This design comes from an exercise in tuning for small area, a short achievable clock period and few clock cycles on the open sky130 flow, not from production work. In this exercise RTL edits were held to simulation tests only and were not proved equivalent to the original.

==> inputs of zinc <==
// frx_rx
module frx_rx (
    input  wire         clk,
    input  wire         rst,
    input  wire         cmd_valid,
    output wire         cmd_ready,
    input  wire [31:0]  cmd_word,
    output reg          rsp_valid,
    output reg  [3:0]   rsp_status,
    output wire [9:0]   rsp_plen,
    output wire [15:0]  rsp_rcur,
    output reg  [511:0] rsp_data,
    input  wire         rx_valid,
    output wire         rx_ready,
    input  wire [7:0]   rx_data,
    input  wire         rx_nobyte,
    input  wire         rx_ioerr
);
Settings: LEC_CHECK=0, CAP_MARGIN=40, CORE_MARGIN=2, CORE_UTILIZATION=30, SLEW_MARGIN=40; clock period 35.0 ns.
standard.sh (not shown) runs the stock make flow with config.mk's settings and CLKGATE_MAP_FILE= SYNTH_SCRIPT=/design/flow/synth_recipe.tcl, a recipe that flattens the netlist after the stock synthesis.
==> flow/flow/run.sh <==
#!/bin/bash
# The standard layout (standard.sh, unchanged synthesis, power grid and
# tap cells), with two changes to how it is made:
#  - timing repair aims at 26.5 ns of setup slack instead of 0, so the
#    resizer upsizes and buffers the longest paths;
#  - ports are buffered with buf_2 instead of the default delay buffer.
# The full ORFS/make output goes to standard.log in this folder.
set -euo pipefail
bash standard.sh SETUP_SLACK_MARGIN=26.5 \
    "BUFFER_PORTS_ARGS=-buffer_cell sky130_fd_sc_hd__buf_2" \
    finish > standard.log 2>&1
==> inputs of yarrow, as changes to zinc <==
--- a/flow/design.v
+++ b/flow/design.v
@@ -71,18 +71,19 @@
     wire        rc_small = (rcur[15:7] == 9'd0);
     wire [6:0]  rc = rcur[6:0];
     wire [7:0]  rc1  = {1'b0, rc} + 8'd1;
     wire [7:0]  rc2  = {1'b0, rc} + 8'd2;
     wire [7:0]  rc4  = {1'b0, rc} + 8'd4;
     wire [7:0]  rc8  = {1'b0, rc} + 8'd8;
     wire [7:0]  rc39 = {1'b0, rc} + 8'd39;
-    reg  ok1, ok2, ok4, ok8, ok39;
-    reg  [6:0] nr1, nr2, nr4, nr8, nrs;      
-    reg  [5:0] rc19_q;
-    reg  [1:0] nlast_q;
+    wire ok1  = rc_small && (rc1  <= {1'b0, plen});
+    wire ok2  = rc_small && (rc2  <= {1'b0, plen});
+    wire ok4  = rc_small && (rc4  <= {1'b0, plen});
+    wire ok8  = rc_small && (rc8  <= {1'b0, plen});
+    wire ok39 = rc_small && (rc39 <= {1'b0, plen});
     wire [7:0]  slen   = out[7:0];
     wire [8:0]  rcs    = {1'b0, rc1} + {1'b0, slen};
     wire        s_fit  = ok1 && sfit_q;
     wire        s_one  = sone_q;                      
     wire [1:0]  s_nlast = (slen <= 8'd38) ? 2'd1 : (slen <= 8'd57) ? 2'd2 : 2'd3;
     wire [6:0]  rcm    = rc + {1'b0, slen_q} + 7'd1;  
     wire [5:0] rem_c = slen_q - {pc, 4'd0} - {2'd0, pc, 1'b0} - {4'd0, pc};
@@ -98,22 +99,21 @@
             assign xe0[g] = (c == 8'hE0);
             assign xed[g] = (c == 8'hED);
             assign xf0[g] = (c == 8'hF0);
             assign xf4[g] = (c == 8'hF4);
             assign bad[g] = (c[7:1] == 7'h60) | (f0g[g] & (c[3] | (c[2] & (c[1] | c[0]))));
         end
     endgenerate
-    wire [9:0]  cx   = ctx & {10{mchk}};
-    wire [21:0] ac0  = {c0,  cx[0], 2'b00};
-    wire [21:0] ae0g = {e0g, cx[1], cx[7], 1'b0};
-    wire [21:0] af0g = {f0g, cx[2], cx[8], cx[9]};
-    wire [19:0] axe0 = {xe0, cx[3]};
-    wire [19:0] axed = {xed, cx[4]};
-    wire [19:0] axf0 = {xf0, cx[5]};
-    wire [19:0] axf4 = {xf4, cx[6]};
+    wire [21:0] ac0  = {c0,  ctx[0], 2'b00};
+    wire [21:0] ae0g = {e0g, ctx[1], ctx[7], 1'b0};
+    wire [21:0] af0g = {f0g, ctx[2], ctx[8], ctx[9]};
+    wire [19:0] axe0 = {xe0, ctx[3]};
+    wire [19:0] axed = {xed, ctx[4]};
+    wire [19:0] axf0 = {xf0, ctx[5]};
+    wire [19:0] axf4 = {xf4, ctx[6]};
     wire [19:0] expc;
     wire [18:0] perr;
     generate
         for (g = 0; g < 20; g = g + 1) begin : g_exp
             assign expc[g] = ac0[g+2] | ae0g[g+1] | af0g[g];
         end
         for (g = 0; g < 19; g = g + 1) begin : g_err
@@ -196,15 +196,16 @@
                 dnext[8*k +: 8] = dnext[8*k +: 8] |
                     {8{sx8 | (k >= 2) & sx16 | (k >= 4) & sx32}};
         end
         dnext[48] = dnext[48] | (mflg1 & (out[55:48] != 8'd0));
         dnext[136] = dnext[136] | (mflg1 & (out[143:136] != 8'd0));
         dnext[511:160] = rsp_data[359:8] & {352{mshift}};
     end
-    wire [6:0] rc_next = r1 ? nr1 : r2 ? nr2 : r4 ? nr4 : r8 ? nr8 : nrs;
+    wire [6:0] rc_next = r1 ? rc1[6:0] : r2 ? rc2[6:0] : r4 ? rc4[6:0] :
+                         r8 ? rc8[6:0] : rcs[6:0];
     wire [5:0] rc19 = rc[5:0] + 6'd19;
     wire [5:0] rc38 = rc[5:0] + 6'd38;
     wire [5:0] rc57 = rc[5:0] + 6'd57;
     wire       take = busy && rx_valid;
     wire [7:0] b    = rx_data;
     reg  [7:0] expb;
     always @(*) begin
@@ -230,46 +231,20 @@
             for (m = 0; m < 64; m = m + 1)
                 if (widx == m) pbuf[m] <= b;
         end
     end
     always @(posedge clk) begin
         e_q    <= e_now;
         sfit_q <= (rcs <= {2'b0, plen});
-        nr1     <= rc1[6:0];
-        nr2     <= rc2[6:0];
-        nr4     <= rc4[6:0];
-        nr8     <= rc8[6:0];
-        nrs     <= rcs[6:0];
-        rc19_q  <= rc19;
-        nlast_q <= s_nlast;
-        if (rst) begin
-            ok1  <= 1'b0;
-            ok2  <= 1'b0;
-            ok4  <= 1'b0;
-            ok8  <= 1'b0;
-            ok39 <= 1'b0;
-        end else begin
-            ok1  <= rc_small && (rc1  <= {1'b0, plen});
-            ok2  <= rc_small && (rc2  <= {1'b0, plen});
-            ok4  <= rc_small && (rc4  <= {1'b0, plen});
-            ok8  <= rc_small && (rc8  <= {1'b0, plen});
-            ok39 <= rc_small && (rc39 <= {1'b0, plen});
-        end
         sone_q <= (slen <= 8'd19);
         for (m = 1; m < 20; m = m + 1)
             ge_q[m] <= (slen >= m);
     end
     always @(posedge clk) begin
-        ctx    <= ctx_new;
-        if (!mp) begin
-            ment   <= (opc[3:0] == 4'hD);
-            nlast  <= (opc[3:0] == 4'hD) ? 2'd1 : nlast_q;
-            slen_q <= (opc[3:0] == 4'hD) ? 6'd38 : slen[5:0];
-            uerr   <= (opc[3:0] != 4'hD) & u_err;
-        end
+        ctx    <= 10'd0;
         mfirst <= 1'b0;
         if (acc_clr)
             acc <= 16'd0;
         else if (acc_add)
             acc <= (acc + {8'd0, breg}) << 1;
         breg    <= b;
         acc_add <= 1'b0;
@@ -301,22 +276,31 @@
                     acc_clr <= 1'b1;
                 end else if (is_set) begin
                     rcur       <= imm;
                     sel        <= imm[5:0];
                     rsp_status <= ST_OK;
                 end else if (go_ent) begin
                     mdat   <= 1'b1;
+                    ment   <= 1'b1;
+                    uerr   <= 1'b0;
                     pc     <= 2'd1;
-                    sel    <= rc19_q;
+                    sel    <= rc19;
+                    nlast  <= 2'd1;
+                    slen_q <= 6'd38;
                 end else if (go_str) begin
                     mchk   <= 1'b1;
+                    ment   <= 1'b0;
+                    uerr   <= u_err;
+                    ctx    <= ctx_new;
                     pc     <= 2'd1;
-                    sel    <= rc19_q;
+                    sel    <= rc19;
+                    nlast  <= s_nlast;
+                    slen_q <= slen[5:0];
                 end else if (rd_ok) begin
-                    rcur[6:0]  <= rc_next;
+                    rcur       <= {9'd0, rc_next};
                     sel        <= rc_next[5:0];
                     rsp_status <= ST_OK;
                 end else if (rd_tr) begin
                     rsp_status <= ST_TRUNCATED;
                 end else if (rd_inv) begin
                     rsp_status <= ST_INVALID;
                 end else begin
@@ -327,29 +311,30 @@
                 if (pc == nlast) begin
                     mchk   <= 1'b0;
                     mdat   <= 1'b1;
                     mfirst <= 1'b1;
                     pc     <= pc - 2'd1;
                     sel    <= (pc == 2'd3) ? rc38 : (pc == 2'd2) ? rc19 : rc[5:0];
                 end else begin
+                    ctx <= ctx_new;
                     pc  <= pc + 2'd1;
                     sel <= (pc == 2'd1) ? rc38 : rc57;
                 end
             end else if (mdat) begin
                 if (uerr_eff) begin
                     mdat       <= 1'b0;
                     pc         <= 2'd0;
                     sel        <= rc[5:0];
                     rsp_valid  <= 1'b1;
                     rsp_status <= ST_INVALID;
                 end else if (pc == 2'd0) begin
                     mdat       <= 1'b0;
                     rsp_valid  <= 1'b1;
                     rsp_status <= ST_OK;
-                    rcur[6:0]  <= rcm;
+                    rcur       <= {9'd0, rcm};
                     sel        <= rcm[5:0];
                 end else begin
                     pc  <= pc - 2'd1;
                     sel <= (pc == 2'd2) ? rc19 : rc[5:0];
                 end
             end else if (take) begin
                 case (rs)
@@ -387,15 +372,16 @@
                     RS_CKLO: begin
                         cklo <= b;
                         rs   <= RS_CKHI;
                     end
                     default: begin    
                         if (ck_ok) begin
                             busy       <= 1'b0;
-                            plen       <= dlen;    
+                            plen       <= dlen;
+                            rcur       <= 16'd0;
                             rsp_valid  <= 1'b1;
                             rsp_status <= ST_OK;
                         end else begin
                             acc_clr <= 1'b1;
                             rs      <= RS_SYNC0;
                         end
                     end
==> flow/flow/run.sh (replaced) <==
#!/bin/bash
# Standard ORFS layout (the standard.sh, unchanged synthesis), with
# timing repair aiming at a tighter setup margin and small port buffers.
set -euo pipefail
bash standard.sh SETUP_SLACK_MARGIN=25 \
    "BUFFER_PORTS_ARGS=-buffer_cell sky130_fd_sc_hd__buf_2" \
    finish > standard.log 2>&1
==> inputs of cedar, as changes to zinc <==
--- a/flow/design.v
+++ b/flow/design.v
@@ -71,18 +71,19 @@
     wire        rc_small = (rcur[15:7] == 9'd0);
     wire [6:0]  rc = rcur[6:0];
     wire [7:0]  rc1  = {1'b0, rc} + 8'd1;
     wire [7:0]  rc2  = {1'b0, rc} + 8'd2;
     wire [7:0]  rc4  = {1'b0, rc} + 8'd4;
     wire [7:0]  rc8  = {1'b0, rc} + 8'd8;
     wire [7:0]  rc39 = {1'b0, rc} + 8'd39;
-    reg  ok1, ok2, ok4, ok8, ok39;
-    reg  [6:0] nr1, nr2, nr4, nr8, nrs;      
-    reg  [5:0] rc19_q;
-    reg  [1:0] nlast_q;
+    wire ok1  = rc_small && (rc1  <= {1'b0, plen});
+    wire ok2  = rc_small && (rc2  <= {1'b0, plen});
+    wire ok4  = rc_small && (rc4  <= {1'b0, plen});
+    wire ok8  = rc_small && (rc8  <= {1'b0, plen});
+    wire ok39 = rc_small && (rc39 <= {1'b0, plen});
     wire [7:0]  slen   = out[7:0];
     wire [8:0]  rcs    = {1'b0, rc1} + {1'b0, slen};
     wire        s_fit  = ok1 && sfit_q;
     wire        s_one  = sone_q;                      
     wire [1:0]  s_nlast = (slen <= 8'd38) ? 2'd1 : (slen <= 8'd57) ? 2'd2 : 2'd3;
     wire [6:0]  rcm    = rc + {1'b0, slen_q} + 7'd1;  
     wire [5:0] rem_c = slen_q - {pc, 4'd0} - {2'd0, pc, 1'b0} - {4'd0, pc};
@@ -98,22 +99,21 @@
             assign xe0[g] = (c == 8'hE0);
             assign xed[g] = (c == 8'hED);
             assign xf0[g] = (c == 8'hF0);
             assign xf4[g] = (c == 8'hF4);
             assign bad[g] = (c[7:1] == 7'h60) | (f0g[g] & (c[3] | (c[2] & (c[1] | c[0]))));
         end
     endgenerate
-    wire [9:0]  cx   = ctx & {10{mchk}};
-    wire [21:0] ac0  = {c0,  cx[0], 2'b00};
-    wire [21:0] ae0g = {e0g, cx[1], cx[7], 1'b0};
-    wire [21:0] af0g = {f0g, cx[2], cx[8], cx[9]};
-    wire [19:0] axe0 = {xe0, cx[3]};
-    wire [19:0] axed = {xed, cx[4]};
-    wire [19:0] axf0 = {xf0, cx[5]};
-    wire [19:0] axf4 = {xf4, cx[6]};
+    wire [21:0] ac0  = {c0,  ctx[0], 2'b00};
+    wire [21:0] ae0g = {e0g, ctx[1], ctx[7], 1'b0};
+    wire [21:0] af0g = {f0g, ctx[2], ctx[8], ctx[9]};
+    wire [19:0] axe0 = {xe0, ctx[3]};
+    wire [19:0] axed = {xed, ctx[4]};
+    wire [19:0] axf0 = {xf0, ctx[5]};
+    wire [19:0] axf4 = {xf4, ctx[6]};
     wire [19:0] expc;
     wire [18:0] perr;
     generate
         for (g = 0; g < 20; g = g + 1) begin : g_exp
             assign expc[g] = ac0[g+2] | ae0g[g+1] | af0g[g];
         end
         for (g = 0; g < 19; g = g + 1) begin : g_err
@@ -196,15 +196,16 @@
                 dnext[8*k +: 8] = dnext[8*k +: 8] |
                     {8{sx8 | (k >= 2) & sx16 | (k >= 4) & sx32}};
         end
         dnext[48] = dnext[48] | (mflg1 & (out[55:48] != 8'd0));
         dnext[136] = dnext[136] | (mflg1 & (out[143:136] != 8'd0));
         dnext[511:160] = rsp_data[359:8] & {352{mshift}};
     end
-    wire [6:0] rc_next = r1 ? nr1 : r2 ? nr2 : r4 ? nr4 : r8 ? nr8 : nrs;
+    wire [6:0] rc_next = r1 ? rc1[6:0] : r2 ? rc2[6:0] : r4 ? rc4[6:0] :
+                         r8 ? rc8[6:0] : rcs[6:0];
     wire [5:0] rc19 = rc[5:0] + 6'd19;
     wire [5:0] rc38 = rc[5:0] + 6'd38;
     wire [5:0] rc57 = rc[5:0] + 6'd57;
     wire       take = busy && rx_valid;
     wire [7:0] b    = rx_data;
     reg  [7:0] expb;
     always @(*) begin
@@ -230,46 +231,20 @@
             for (m = 0; m < 64; m = m + 1)
                 if (widx == m) pbuf[m] <= b;
         end
     end
     always @(posedge clk) begin
         e_q    <= e_now;
         sfit_q <= (rcs <= {2'b0, plen});
-        nr1     <= rc1[6:0];
-        nr2     <= rc2[6:0];
-        nr4     <= rc4[6:0];
-        nr8     <= rc8[6:0];
-        nrs     <= rcs[6:0];
-        rc19_q  <= rc19;
-        nlast_q <= s_nlast;
-        if (rst) begin
-            ok1  <= 1'b0;
-            ok2  <= 1'b0;
-            ok4  <= 1'b0;
-            ok8  <= 1'b0;
-            ok39 <= 1'b0;
-        end else begin
-            ok1  <= rc_small && (rc1  <= {1'b0, plen});
-            ok2  <= rc_small && (rc2  <= {1'b0, plen});
-            ok4  <= rc_small && (rc4  <= {1'b0, plen});
-            ok8  <= rc_small && (rc8  <= {1'b0, plen});
-            ok39 <= rc_small && (rc39 <= {1'b0, plen});
-        end
         sone_q <= (slen <= 8'd19);
         for (m = 1; m < 20; m = m + 1)
             ge_q[m] <= (slen >= m);
     end
     always @(posedge clk) begin
-        ctx    <= ctx_new;
-        if (!mp) begin
-            ment   <= (opc[3:0] == 4'hD);
-            nlast  <= (opc[3:0] == 4'hD) ? 2'd1 : nlast_q;
-            slen_q <= (opc[3:0] == 4'hD) ? 6'd38 : slen[5:0];
-            uerr   <= (opc[3:0] != 4'hD) & u_err;
-        end
+        ctx    <= 10'd0;
         mfirst <= 1'b0;
         if (acc_clr)
             acc <= 16'd0;
         else if (acc_add)
             acc <= (acc + {8'd0, breg}) << 1;
         breg    <= b;
         acc_add <= 1'b0;
@@ -301,22 +276,31 @@
                     acc_clr <= 1'b1;
                 end else if (is_set) begin
                     rcur       <= imm;
                     sel        <= imm[5:0];
                     rsp_status <= ST_OK;
                 end else if (go_ent) begin
                     mdat   <= 1'b1;
+                    ment   <= 1'b1;
+                    uerr   <= 1'b0;
                     pc     <= 2'd1;
-                    sel    <= rc19_q;
+                    sel    <= rc19;
+                    nlast  <= 2'd1;
+                    slen_q <= 6'd38;
                 end else if (go_str) begin
                     mchk   <= 1'b1;
+                    ment   <= 1'b0;
+                    uerr   <= u_err;
+                    ctx    <= ctx_new;
                     pc     <= 2'd1;
-                    sel    <= rc19_q;
+                    sel    <= rc19;
+                    nlast  <= s_nlast;
+                    slen_q <= slen[5:0];
                 end else if (rd_ok) begin
-                    rcur[6:0]  <= rc_next;
+                    rcur       <= {9'd0, rc_next};
                     sel        <= rc_next[5:0];
                     rsp_status <= ST_OK;
                 end else if (rd_tr) begin
                     rsp_status <= ST_TRUNCATED;
                 end else if (rd_inv) begin
                     rsp_status <= ST_INVALID;
                 end else begin
@@ -327,29 +311,30 @@
                 if (pc == nlast) begin
                     mchk   <= 1'b0;
                     mdat   <= 1'b1;
                     mfirst <= 1'b1;
                     pc     <= pc - 2'd1;
                     sel    <= (pc == 2'd3) ? rc38 : (pc == 2'd2) ? rc19 : rc[5:0];
                 end else begin
+                    ctx <= ctx_new;
                     pc  <= pc + 2'd1;
                     sel <= (pc == 2'd1) ? rc38 : rc57;
                 end
             end else if (mdat) begin
                 if (uerr_eff) begin
                     mdat       <= 1'b0;
                     pc         <= 2'd0;
                     sel        <= rc[5:0];
                     rsp_valid  <= 1'b1;
                     rsp_status <= ST_INVALID;
                 end else if (pc == 2'd0) begin
                     mdat       <= 1'b0;
                     rsp_valid  <= 1'b1;
                     rsp_status <= ST_OK;
-                    rcur[6:0]  <= rcm;
+                    rcur       <= {9'd0, rcm};
                     sel        <= rcm[5:0];
                 end else begin
                     pc  <= pc - 2'd1;
                     sel <= (pc == 2'd2) ? rc19 : rc[5:0];
                 end
             end else if (take) begin
                 case (rs)
@@ -387,15 +372,16 @@
                     RS_CKLO: begin
                         cklo <= b;
                         rs   <= RS_CKHI;
                     end
                     default: begin    
                         if (ck_ok) begin
                             busy       <= 1'b0;
-                            plen       <= dlen;    
+                            plen       <= dlen;
+                            rcur       <= 16'd0;
                             rsp_valid  <= 1'b1;
                             rsp_status <= ST_OK;
                         end else begin
                             acc_clr <= 1'b1;
                             rs      <= RS_SYNC0;
                         end
                     end
==> flow/run.sh (new file) <==
#!/bin/bash
# synth_recipe.tcl (not shown) runs the flow's synth.tcl, then flattens the netlist and writes it again
# the make line also repeats each setting of config.mk as NAME=value (left out here)
make -C /OpenROAD-flow-scripts/flow DESIGN_CONFIG=/design/flow/config.mk WORK_HOME=/design/flow/orfs CLKGATE_MAP_FILE= SYNTH_SCRIPT=/design/flow/synth_recipe.tcl finish
removed: flow/flow/run.sh
removed: flow/standard.sh
==> impl_metrics.csv <==
group,metric,value,unit
drt,wire_per_inst,28.7,um
finish,register_area,30400,um^2
critical_path,standard_cell_with_the_maximum_stage_delay_on_the_critical_path,"or4_4",
drt,finalWirelength,239000,um
die,well_tap_count,2672,
yosys,area_share_of_the_largest_cell_type_after_synthesis,27.8,%
drt,route.layer.met1.wl,87800,um
finish,post-route-util,36.2,%
clock_network,cts_inserted_buffers,131,
status,status,"complete, no violations",
critical_path,endpoint,"sel[5]",
global_routing,grtUsageMet1,25.7,%
sta,finalWorstSetupSlack,25.87,ns
-- figures above: zinc

==> impl_metrics.csv <==
group,metric,value,unit
drt,wire_per_inst,29.9,um
die,well_tap_count,2640,
finish,layout_top_registers,"pbuf x512, rsp_data x512, e_q x20",
drt,finalWirelength,247000,um
status,status,"complete, no violations",
yosys,area_share_of_the_largest_cell_type_after_synthesis,28.5,%
global_routing,grtUsageMet1,29.1,%
critical_path,standard_cell_with_the_maximum_stage_delay_on_the_critical_path,"nor4_1",
finish,final_cell_area,72500,um^2
drt,route.detailed.vias_per_inst,5.56,
clock_network,cts_inserted_buffers,119,
critical_path,endpoint,"sel[5]",
finish,register_area,29500,um^2
drt,route.layer.met1.wl,95300,um
-- figures above: cedar

==> impl_metrics.csv <==
group,metric,value,unit
drt,finalWirelength,243000,um
finish,post-route-util,35.4,%
status,status,"complete, no violations",
clock_network,cts_inserted_buffers,119,
critical_path,endpoint,"sel[4]",
yosys,area_share_of_the_largest_cell_type_after_synthesis,28.5,%
finish,register_area,29500,um^2
drt,route.layer.met1.wl,90600,um
drt,wire_per_inst,29.3,um
-- figures above: yarrow

Testbench counts of zinc, summed over its fixed seeds: cycles 31,876.
Testbench counts of yarrow, summed over its fixed seeds: cycles 31,876.
Testbench counts of cedar, summed over its fixed seeds: cycles 31,876.

re-timing with driven ports:
The results above use ideal ports. As a check the final layouts listed here were re-extracted and re-timed, cells and wires unchanged. Step 1 sets driving cells, clkbuf_16 on the clock port and buf_2 on the other inputs (assumed; they add their load-dependent delay and slew). Step 2 also shifts input and output timing later by t, the mid clock arrival at the registers, as if the neighbouring blocks saw the same clock. a / b / c = ideal ports / drivers / drivers and shift; a / b = the first two.
run | shift t [ns] | setup WS [ns] | pins driven straight from the clock port
zinc | 0.886 | 25.871 / 25.932 / 25.046 | 1
yarrow | 0.882 | 25.288 / 25.359 / 24.477 | 1
cedar | 0.867 | 24.386 / 24.457 / 23.591 | 1
After both steps every run listed still meets setup and hold. The setup slack of zinc, which loses most, moves by +0.061 ns with the drivers and by -0.825 ns with both steps.
